Context: an optimization exercise on an open-source flow, tuned for small area, a short achievable clock period and few clock cycles per item. The choices shown serve that exercise and are no tape-out recipe. At most, simulation tests tie the RTL to the original design; equivalence was not proved.

## mpx_enc
module mpx_enc (
    input  wire        clk,
    input  wire        rst,
    input  wire        in_valid,
    output wire        in_ready,
    input  wire        in_stereo,
    input  wire [31:0] in_left,
    input  wire [31:0] in_right,
    input  wire [31:0] in_slot,
    output reg         out_valid,
    output reg  [31:0] out_contrib,
    output reg  [31:0] out_obuf
);
For scale: about 11000 cells after synthesis, roughly 970 flip-flops, about 170 I/O pins, ~0.076 mm^2 of cells after synthesis.
==> module fp32_align, before the edit <==
module fp32_align (
    input  wire [31:0] a,
    input  wire [31:0] b,
    output wire        swap,
    output wire [7:0]  exe,
    output wire [23:0] fx,
    output wire [26:0] my
);
    wire        anz  = |a[30:23];
    wire        bnz  = |b[30:23];
    wire [7:0]  eae  = {a[30:24], a[23] | ~anz};
    wire [7:0]  ebe  = {b[30:24], b[23] | ~bnz};
    pgt #(.W(31)) u_gt (.a(b[30:0]), .b(a[30:0]), .gt(swap));
    wire [8:0]  dab  = {1'b0, eae} - {1'b0, ebe};
    wire [7:0]  dba  = ebe - eae;
    wire [7:0]  dexp = dab[8] ? dba : dab[7:0];      
    assign exe = swap ? ebe : eae;
    assign fx  = swap ? {bnz, b[22:0]} : {anz, a[22:0]};
    wire [23:0] fy   = swap ? {anz, a[22:0]} : {bnz, b[22:0]};
    wire [4:0]  tz;
    tz24 u_tz (.f(fy), .n(tz));
    wire        sticky = (dexp > {3'b000, tz} + 8'd3) & (|fy);
    wire        far    = (|dexp[7:5]) | (dexp[4:0] > 5'd26);
    assign my = (far ? 27'd0 : ({fy, 3'b000} >> dexp[4:0])) | {26'd0, sticky};
endmodule
==> module fp32_mul_m_p, before the edit <==
module fp32_mul_m_p (
    input  wire [23:0] ma,
    input  wire        a_rnd,
    output wire [28:0] ph,
    output wire        st
);
    wire [47:0] m48 = {24'd0, ma};
    wire [47:0] r0 = (m48 << 24) | (48'hE0794A & {48{a_rnd}});    
    wire [47:0] r1 = ~(m48 << 21);
    wire [47:0] r2 = m48 << 15;
    wire [47:0] r3 = ~(m48 << 11);
    wire [47:0] r4 = m48 << 8;
    wire [47:0] r5 = m48 << 6;
    wire [47:0] r6 = (m48 << 3) | 48'd2;    
    wire [47:0] r7 = m48 << 1;
    wire [47:0] s1, c1, s2, c2, s3, c3, s4, c4, s5, c5, s6, c6;
    csa u_c1 (.x(r0), .y(r1), .z(r2), .s(s1), .c(c1));
    csa u_c2 (.x(r3), .y(r4), .z(r5), .s(s2), .c(c2));
    csa u_c3 (.x(s1), .y(c1), .z(s2), .s(s3), .c(c3));
    csa u_c4 (.x(c2), .y(r6), .z(r7), .s(s4), .c(c4));
    csa u_c5 (.x(s3), .y(c3), .z(s4), .s(s5), .c(c5));
    csa u_c6 (.x(s5), .y(c5), .z(c4), .s(s6), .c(c6));
    wire [47:0] p;
    padd #(.W(48)) u_p (.a(s6), .b(c6), .ci(1'b0), .s(p), .co());
    assign ph = p[47:19];
    assign st = |p[18:0];
endmodule
==> flow/config.mk <==
export PLATFORM = sky130hd
export DESIGN_NAME = mpx_enc
export DESIGN_NICKNAME = mpx_enc
export VERILOG_FILES = /design/flow/design.v
export SDC_FILE = /design/flow/constraint.sdc
export NUM_CORES = 4
export LEC_CHECK = 0
export ABC_AREA = 1
export CAP_MARGIN = 20
export CORE_MARGIN = 2
export CORE_UTILIZATION = 60
export CTS_CLUSTER_DIAMETER = 100
export CTS_CLUSTER_SIZE = 30
export SLEW_MARGIN = 20
==> flow/constraint.sdc <==
create_clock -name core_clock -period 40.0 [get_ports {clk}]
set_input_delay 8.0000 -clock core_clock [delete_from_list [all_inputs] [get_ports {clk}]]
set_output_delay 8.0000 -clock core_clock [all_outputs]
set_load 0.01 [all_outputs]
run.sh (not shown) runs the stock make flow with config.mk's settings and CLKGATE_MAP_FILE= SYNTH_SCRIPT=/design/flow/synth_recipe.tcl, a recipe that flattens the netlist after the stock synthesis.
Testbench counts at the start, summed over its fixed seeds: cycles 8,088, items 8,000.
Then changed:
--- a/flow/design.v
+++ b/flow/design.v
@@ -75,4 +75,25 @@
     endgenerate
 endmodule
+module bgt #(parameter W = 31, parameter B = 8) (
+    input  wire [W-1:0] a,
+    input  wire [W-1:0] b,
+    output wire         gt
+);
+    localparam NB = (W + B - 1) / B;
+    wire [NB-1:0] g, e;
+    wire [NB:0]   r;                   
+    assign r[0] = 1'b0;
+    genvar k;
+    generate
+        for (k = 0; k < NB; k = k + 1) begin : blk
+            localparam integer LO = k * B;
+            localparam integer HI = (LO + B > W) ? W - 1 : LO + B - 1;
+            assign g[k]   = a[HI:LO] > b[HI:LO];
+            assign e[k]   = a[HI:LO] == b[HI:LO];
+            assign r[k+1] = g[k] | (e[k] & r[k]);
+        end
+    endgenerate
+    assign gt = r[NB];
+endmodule
 module pgt #(parameter W = 8) (
     input  wire [W-1:0] a,
@@ -117,5 +138,5 @@
     wire [7:0]  eae  = {a[30:24], a[23] | ~anz};
     wire [7:0]  ebe  = {b[30:24], b[23] | ~bnz};
-    pgt #(.W(31)) u_gt (.a(b[30:0]), .b(a[30:0]), .gt(swap));
+    bgt #(.W(31), .B(8)) u_gt (.a(b[30:0]), .b(a[30:0]), .gt(swap));
     wire [8:0]  dab  = {1'b0, eae} - {1'b0, ebe};
     wire [7:0]  dba  = ebe - eae;
@@ -403,5 +424,5 @@
     csa u_c6 (.x(s5), .y(c5), .z(c4), .s(s6), .c(c6));
     wire [47:0] p;
-    padd #(.W(48)) u_p (.a(s6), .b(c6), .ci(1'b0), .s(p), .co());
+    csadd #(.W(48), .B(8)) u_p (.a(s6), .b(c6), .ci(1'b0), .s(p));
     assign ph = p[47:19];
     assign st = |p[18:0];
Effect:
- The new run went through all stages and came out clean
- maximum frequency rose by 7.4%
- core utilization rose by 0.36 points
- worst hold slack degrades by 0.0056 ns
- final area rose by 0.83%
- first-iteration DRC count fell by 0.33%
- critical path depth fell by 6
- die area rose by 0.49%
- non-clock buffer count rose by 19
The RTL of the second run of this note was laid out without a check of its function.

* * *

Setup of old:
mpx_enc, a different RTL version from the one above (not shown whole).
For scale: about 11000 cells after synthesis, about 960 flip-flops, about 170 I/O pins, ~0.076 mm2 of cells after synthesis.
==> module csadd, before the edit <==
module csadd #(parameter W = 28, parameter B = 7) (
    input  wire [W-1:0] a,
    input  wire [W-1:0] b,
    input  wire         ci,
    output wire [W-1:0] s
);
    localparam NB = (W + B - 1) / B;
    wire [NB:0] c;
    assign c[0] = ci;
    genvar k;
    generate
        for (k = 0; k < NB; k = k + 1) begin : blk
            localparam integer LO = k * B;
            localparam integer HI = (LO + B > W) ? W - 1 : LO + B - 1;
            localparam integer N  = HI - LO + 1;
            wire [N:0] s0 = {1'b0, a[HI:LO]} + {1'b0, b[HI:LO]};
            wire [N:0] s1 = {1'b0, a[HI:LO]} + {1'b0, b[HI:LO]} + {{N{1'b0}}, 1'b1};
            assign s[HI:LO] = c[k] ? s1[N-1:0] : s0[N-1:0];
            assign c[k+1]   = c[k] ? s1[N] : s0[N];
        end
    endgenerate
endmodule
==> module fp32_add_front, before the edit <==
module fp32_add_front (
    input  wire [31:0] a,
    input  wire [31:0] b,
    output wire [27:0] r,
    output wire [7:0]  exe,
    output wire        sx,
    output wire        nan,
    output wire        inf,
    output wire        zero
);
    wire        swap;
    wire [23:0] fx;
    wire [26:0] my;
    fp32_align u_al (.a(a), .b(b), .swap(swap), .exe(exe), .fx(fx), .my(my));
    wire        sub  = a[31] ^ b[31];
    assign sx = swap ? b[31] : a[31];
    wire a_nan = (&a[30:23]) & (|a[22:0]);
    wire b_nan = (&b[30:23]) & (|b[22:0]);
    wire a_inf = (&a[30:23]) & ~(|a[22:0]);
    wire b_inf = (&b[30:23]) & ~(|b[22:0]);
    assign nan  = a_nan | b_nan | (a_inf & b_inf & sub);
    assign inf  = a_inf | b_inf;
    assign zero = sub & (a[30:0] == b[30:0]);
    csadd #(.W(28), .B(7)) u_add (.a({1'b0, fx, 3'b000}), .b({sub, my ^ {27{sub}}}), .ci(sub), .s(r));
endmodule
==> module fp32_addsub_front, before the edit <==
module fp32_addsub_front (
    input  wire [31:0] l,
    input  wire [31:0] r,
    output wire [27:0] sa,       
    output wire [26:0] sd,       
    output wire [7:0]  exe,
    output wire        ss,       
    output wire        ds,       
    output wire        sub,      
    output wire        s_nan,
    output wire        d_nan,
    output wire        inf,
    output wire        same
);
    wire        swap;
    wire [23:0] fx;
    wire [26:0] my;
    fp32_align u_al (.a(l), .b(r), .swap(swap), .exe(exe), .fx(fx), .my(my));
    assign ss  = swap ? r[31] : l[31];
    assign ds  = swap ? ~r[31] : l[31];
    assign sub = l[31] ^ r[31];
    wire l_nan = (&l[30:23]) & (|l[22:0]);
    wire r_nan = (&r[30:23]) & (|r[22:0]);
    wire l_inf = (&l[30:23]) & ~(|l[22:0]);
    wire r_inf = (&r[30:23]) & ~(|r[22:0]);
    assign s_nan = l_nan | r_nan | (l_inf & r_inf & sub);
    assign d_nan = l_nan | r_nan | (l_inf & r_inf & ~sub);
    assign inf   = l_inf | r_inf;
    assign same  = (l[30:0] == r[30:0]);
    csadd #(.W(28), .B(7)) u_sa (.a({1'b0, fx, 3'b000}), .b({1'b0, my}), .ci(1'b0), .s(sa));
    csadd #(.W(27), .B(7)) u_sd (.a({fx, 3'b000}), .b(~my), .ci(1'b1), .s(sd));
endmodule
==> module fp32_mul_k_p, before the edit <==
module fp32_mul_k_p (
    input  wire [23:0] ma,
    input  wire        a_rnd,
    input  wire        mono,
    output wire [28:0] ph,
    output wire        st
);
    wire [25:0] t;                                      
    csadd #(.W(26), .B(7)) u_t (.a({2'b00, ma}), .b({1'b0, ma, 1'b0}), .ci(1'b0), .s(t));
    wire [25:0] tg = t & {26{~mono}};
    wire [24:0] mi;
    pinc #(.W(25)) u_mi (.a({1'b0, ma}), .ci(a_rnd), .s(mi));
    wire [22:0] kl = mono ? 23'h100000 : 23'h01999A;
    wire [47:0] r0 = {mi, kl & {23{a_rnd}}};
    wire [47:0] r1 = {23'd0, ma & {24{~mono}}, 1'b0} | {4'd0, ma & {24{mono}}, 20'd0};
    wire [47:0] r2 = {19'd0, tg, 3'd0};
    wire [47:0] r3 = {15'd0, tg, 7'd0};
    wire [47:0] r4 = {11'd0, tg, 11'd0};
    wire [47:0] r5 = {7'd0, tg, 15'd0};
    wire [47:0] s1, c1, s2, c2, s3, c3, s4, c4;
    csa u_c1 (.x(r2), .y(r3), .z(r4), .s(s1), .c(c1));
    csa u_c2 (.x(r0), .y(r1), .z(r5), .s(s2), .c(c2));
    csa u_c3 (.x(s1), .y(c1), .z(s2), .s(s3), .c(c3));
    csa u_c4 (.x(s3), .y(c3), .z(c2), .s(s4), .c(c4));
    wire [47:0] p;
    csadd #(.W(48), .B(8)) u_p (.a(s4), .b(c4), .ci(1'b0), .s(p));
    assign ph = p[47:19];
    assign st = |p[18:0];
endmodule
==> module fp32_mul_m_p, before the edit <==
module fp32_mul_m_p (
    input  wire [23:0] ma,
    input  wire        a_rnd,
    output wire [28:0] ph,
    output wire        st
);
    wire [47:0] m48 = {24'd0, ma};
    wire [47:0] r0 = (m48 << 24) | (48'hE0794A & {48{a_rnd}});    
    wire [47:0] r1 = ~(m48 << 21);
    wire [47:0] r2 = m48 << 15;
    wire [47:0] r3 = ~(m48 << 11);
    wire [47:0] r4 = m48 << 8;
    wire [47:0] r5 = m48 << 6;
    wire [47:0] r6 = (m48 << 3) | 48'd2;    
    wire [47:0] r7 = m48 << 1;
    wire [47:0] s1, c1, s2, c2, s3, c3, s4, c4, s5, c5, s6, c6;
    csa u_c1 (.x(r0), .y(r1), .z(r2), .s(s1), .c(c1));
    csa u_c2 (.x(r3), .y(r4), .z(r5), .s(s2), .c(c2));
    csa u_c3 (.x(s1), .y(c1), .z(s2), .s(s3), .c(c3));
    csa u_c4 (.x(c2), .y(r6), .z(r7), .s(s4), .c(c4));
    csa u_c5 (.x(s3), .y(c3), .z(s4), .s(s5), .c(c5));
    csa u_c6 (.x(s5), .y(c5), .z(c4), .s(s6), .c(c6));
    wire [47:0] p;
    csadd #(.W(48), .B(8)) u_p (.a(s6), .b(c6), .ci(1'b0), .s(p));
    assign ph = p[47:19];
    assign st = |p[18:0];
endmodule
clock: 40.0 ns
lec_check: 0
abc_area: 1
cap_margin: 20
core_margin: 2
core_utilization: 60
cts_cluster_diameter: 100
cts_cluster_size: 30
slew_margin: 20
Testbench counts of old, summed over its fixed seeds: cycles 8,088, items 8,000.
Here is what was changed in the inputs of new compared with old.
diff --git a/flow/design.v b/flow/design.v
--- a/flow/design.v
+++ b/flow/design.v
@@ -52,28 +52,6 @@
     endgenerate
     assign s = a ^ ({p[L][W-2:0], 1'b1} & {W{ci}});
 endmodule
-module csadd #(parameter W = 28, parameter B = 7) (
-    input  wire [W-1:0] a,
-    input  wire [W-1:0] b,
-    input  wire         ci,
-    output wire [W-1:0] s
-);
-    localparam NB = (W + B - 1) / B;
-    wire [NB:0] c;
-    assign c[0] = ci;
-    genvar k;
-    generate
-        for (k = 0; k < NB; k = k + 1) begin : blk
-            localparam integer LO = k * B;
-            localparam integer HI = (LO + B > W) ? W - 1 : LO + B - 1;
-            localparam integer N  = HI - LO + 1;
-            wire [N:0] s0 = {1'b0, a[HI:LO]} + {1'b0, b[HI:LO]};
-            wire [N:0] s1 = {1'b0, a[HI:LO]} + {1'b0, b[HI:LO]} + {{N{1'b0}}, 1'b1};
-            assign s[HI:LO] = c[k] ? s1[N-1:0] : s0[N-1:0];
-            assign c[k+1]   = c[k] ? s1[N] : s0[N];
-        end
-    endgenerate
-endmodule
 module pgt #(parameter W = 8) (
     input  wire [W-1:0] a,
     input  wire [W-1:0] b,
@@ -152,7 +130,7 @@
     assign nan  = a_nan | b_nan | (a_inf & b_inf & sub);
     assign inf  = a_inf | b_inf;
     assign zero = sub & (a[30:0] == b[30:0]);
-    csadd #(.W(28), .B(7)) u_add (.a({1'b0, fx, 3'b000}), .b({sub, my ^ {27{sub}}}), .ci(sub), .s(r));
+    padd #(.W(28)) u_add (.a({1'b0, fx, 3'b000}), .b({sub, my ^ {27{sub}}}), .ci(sub), .s(r), .co());
 endmodule
 module fp32_add_back (
     input  wire [27:0] r,
@@ -227,8 +205,8 @@
     assign d_nan = l_nan | r_nan | (l_inf & r_inf & ~sub);
     assign inf   = l_inf | r_inf;
     assign same  = (l[30:0] == r[30:0]);
-    csadd #(.W(28), .B(7)) u_sa (.a({1'b0, fx, 3'b000}), .b({1'b0, my}), .ci(1'b0), .s(sa));
-    csadd #(.W(27), .B(7)) u_sd (.a({fx, 3'b000}), .b(~my), .ci(1'b1), .s(sd));
+    padd #(.W(28)) u_sa (.a({1'b0, fx, 3'b000}), .b({1'b0, my}), .ci(1'b0), .s(sa), .co());
+    padd #(.W(27)) u_sd (.a({fx, 3'b000}), .b(~my), .ci(1'b1), .s(sd), .co());
 endmodule
 module fp32_addsub_back (
     input  wire [27:0] sa,
@@ -331,7 +309,7 @@
     output wire        st
 );
     wire [25:0] t;                                      
-    csadd #(.W(26), .B(7)) u_t (.a({2'b00, ma}), .b({1'b0, ma, 1'b0}), .ci(1'b0), .s(t));
+    padd #(.W(26)) u_t (.a({2'b00, ma}), .b({1'b0, ma, 1'b0}), .ci(1'b0), .s(t), .co());
     wire [25:0] tg = t & {26{~mono}};
     wire [24:0] mi;
     pinc #(.W(25)) u_mi (.a({1'b0, ma}), .ci(a_rnd), .s(mi));
@@ -348,7 +326,7 @@
     csa u_c3 (.x(s1), .y(c1), .z(s2), .s(s3), .c(c3));
     csa u_c4 (.x(s3), .y(c3), .z(c2), .s(s4), .c(c4));
     wire [47:0] p;
-    csadd #(.W(48), .B(8)) u_p (.a(s4), .b(c4), .ci(1'b0), .s(p));
+    padd #(.W(48)) u_p (.a(s4), .b(c4), .ci(1'b0), .s(p), .co());
     assign ph = p[47:19];
     assign st = |p[18:0];
 endmodule
@@ -402,7 +380,7 @@
     csa u_c5 (.x(s3), .y(c3), .z(s4), .s(s5), .c(c5));
     csa u_c6 (.x(s5), .y(c5), .z(c4), .s(s6), .c(c6));
     wire [47:0] p;
-    csadd #(.W(48), .B(8)) u_p (.a(s6), .b(c6), .ci(1'b0), .s(p));
+    padd #(.W(48)) u_p (.a(s6), .b(c6), .ci(1'b0), .s(p), .co());
     assign ph = p[47:19];
     assign st = |p[18:0];
 endmodule
## What came out
The run showing the greater fmax is new.
Re number of clock sinks: no difference whatsoever between old and new.
Comparing old and new, initial detailed-routing violation count is lower on new.
new against old: largest fanout on the critical path moved down, wire length of the first global-routing pass decreased by 6.1% relative to the old numbers.
Compared with old, in new routed wire length went down, share of the clock period used by the worst path decreased 0.50 points, cell area after technology mapping went down by 4.9%.
Testbench counts of new, summed over its fixed seeds: cycles 8,088, items 8,000.

-- afterwards: timing with drivers on the ports --
No port has a modelled driver above. Below, the same layouts with a new extraction and two added sets of constraints.
Step 1, drivers: a clkbuf_16 drives clk and a buf_2 each remaining input, both assumed.
Step 2 moves the port delays by t, midway between the first and last clock arrival at a register: inputs arrive t later, outputs are due t later. That takes back most of the time a late clock gives input paths.
Slacks: ideal ports / drivers / drivers and shift; pairs: ideal ports / drivers.
run | t, ns | slack for setup (ns) | worst hold slack (ns) | worst slew at a driven data input, ns | pins driven straight from the clock port
the first run of note 1 | 0.776 | 29.699 / 29.699 / 29.699 | 0.332 / 0.332 / 0.332 | 0.06 | 1
the second run of note 1 | 0.766 | 30.405 / 30.325 / 30.405 | 0.326 / 0.326 / 0.326 | 0.08 | 1
old | 0.770 | 29.412 / 29.412 / 29.412 | 0.328 / 0.328 / 0.328 | 0.07 | 1
new | 0.775 | 29.612 / 29.612 / 29.612 | 0.317 / 0.317 / 0.317 | 0.10 | 1
After both steps setup and hold are still met in every run listed.
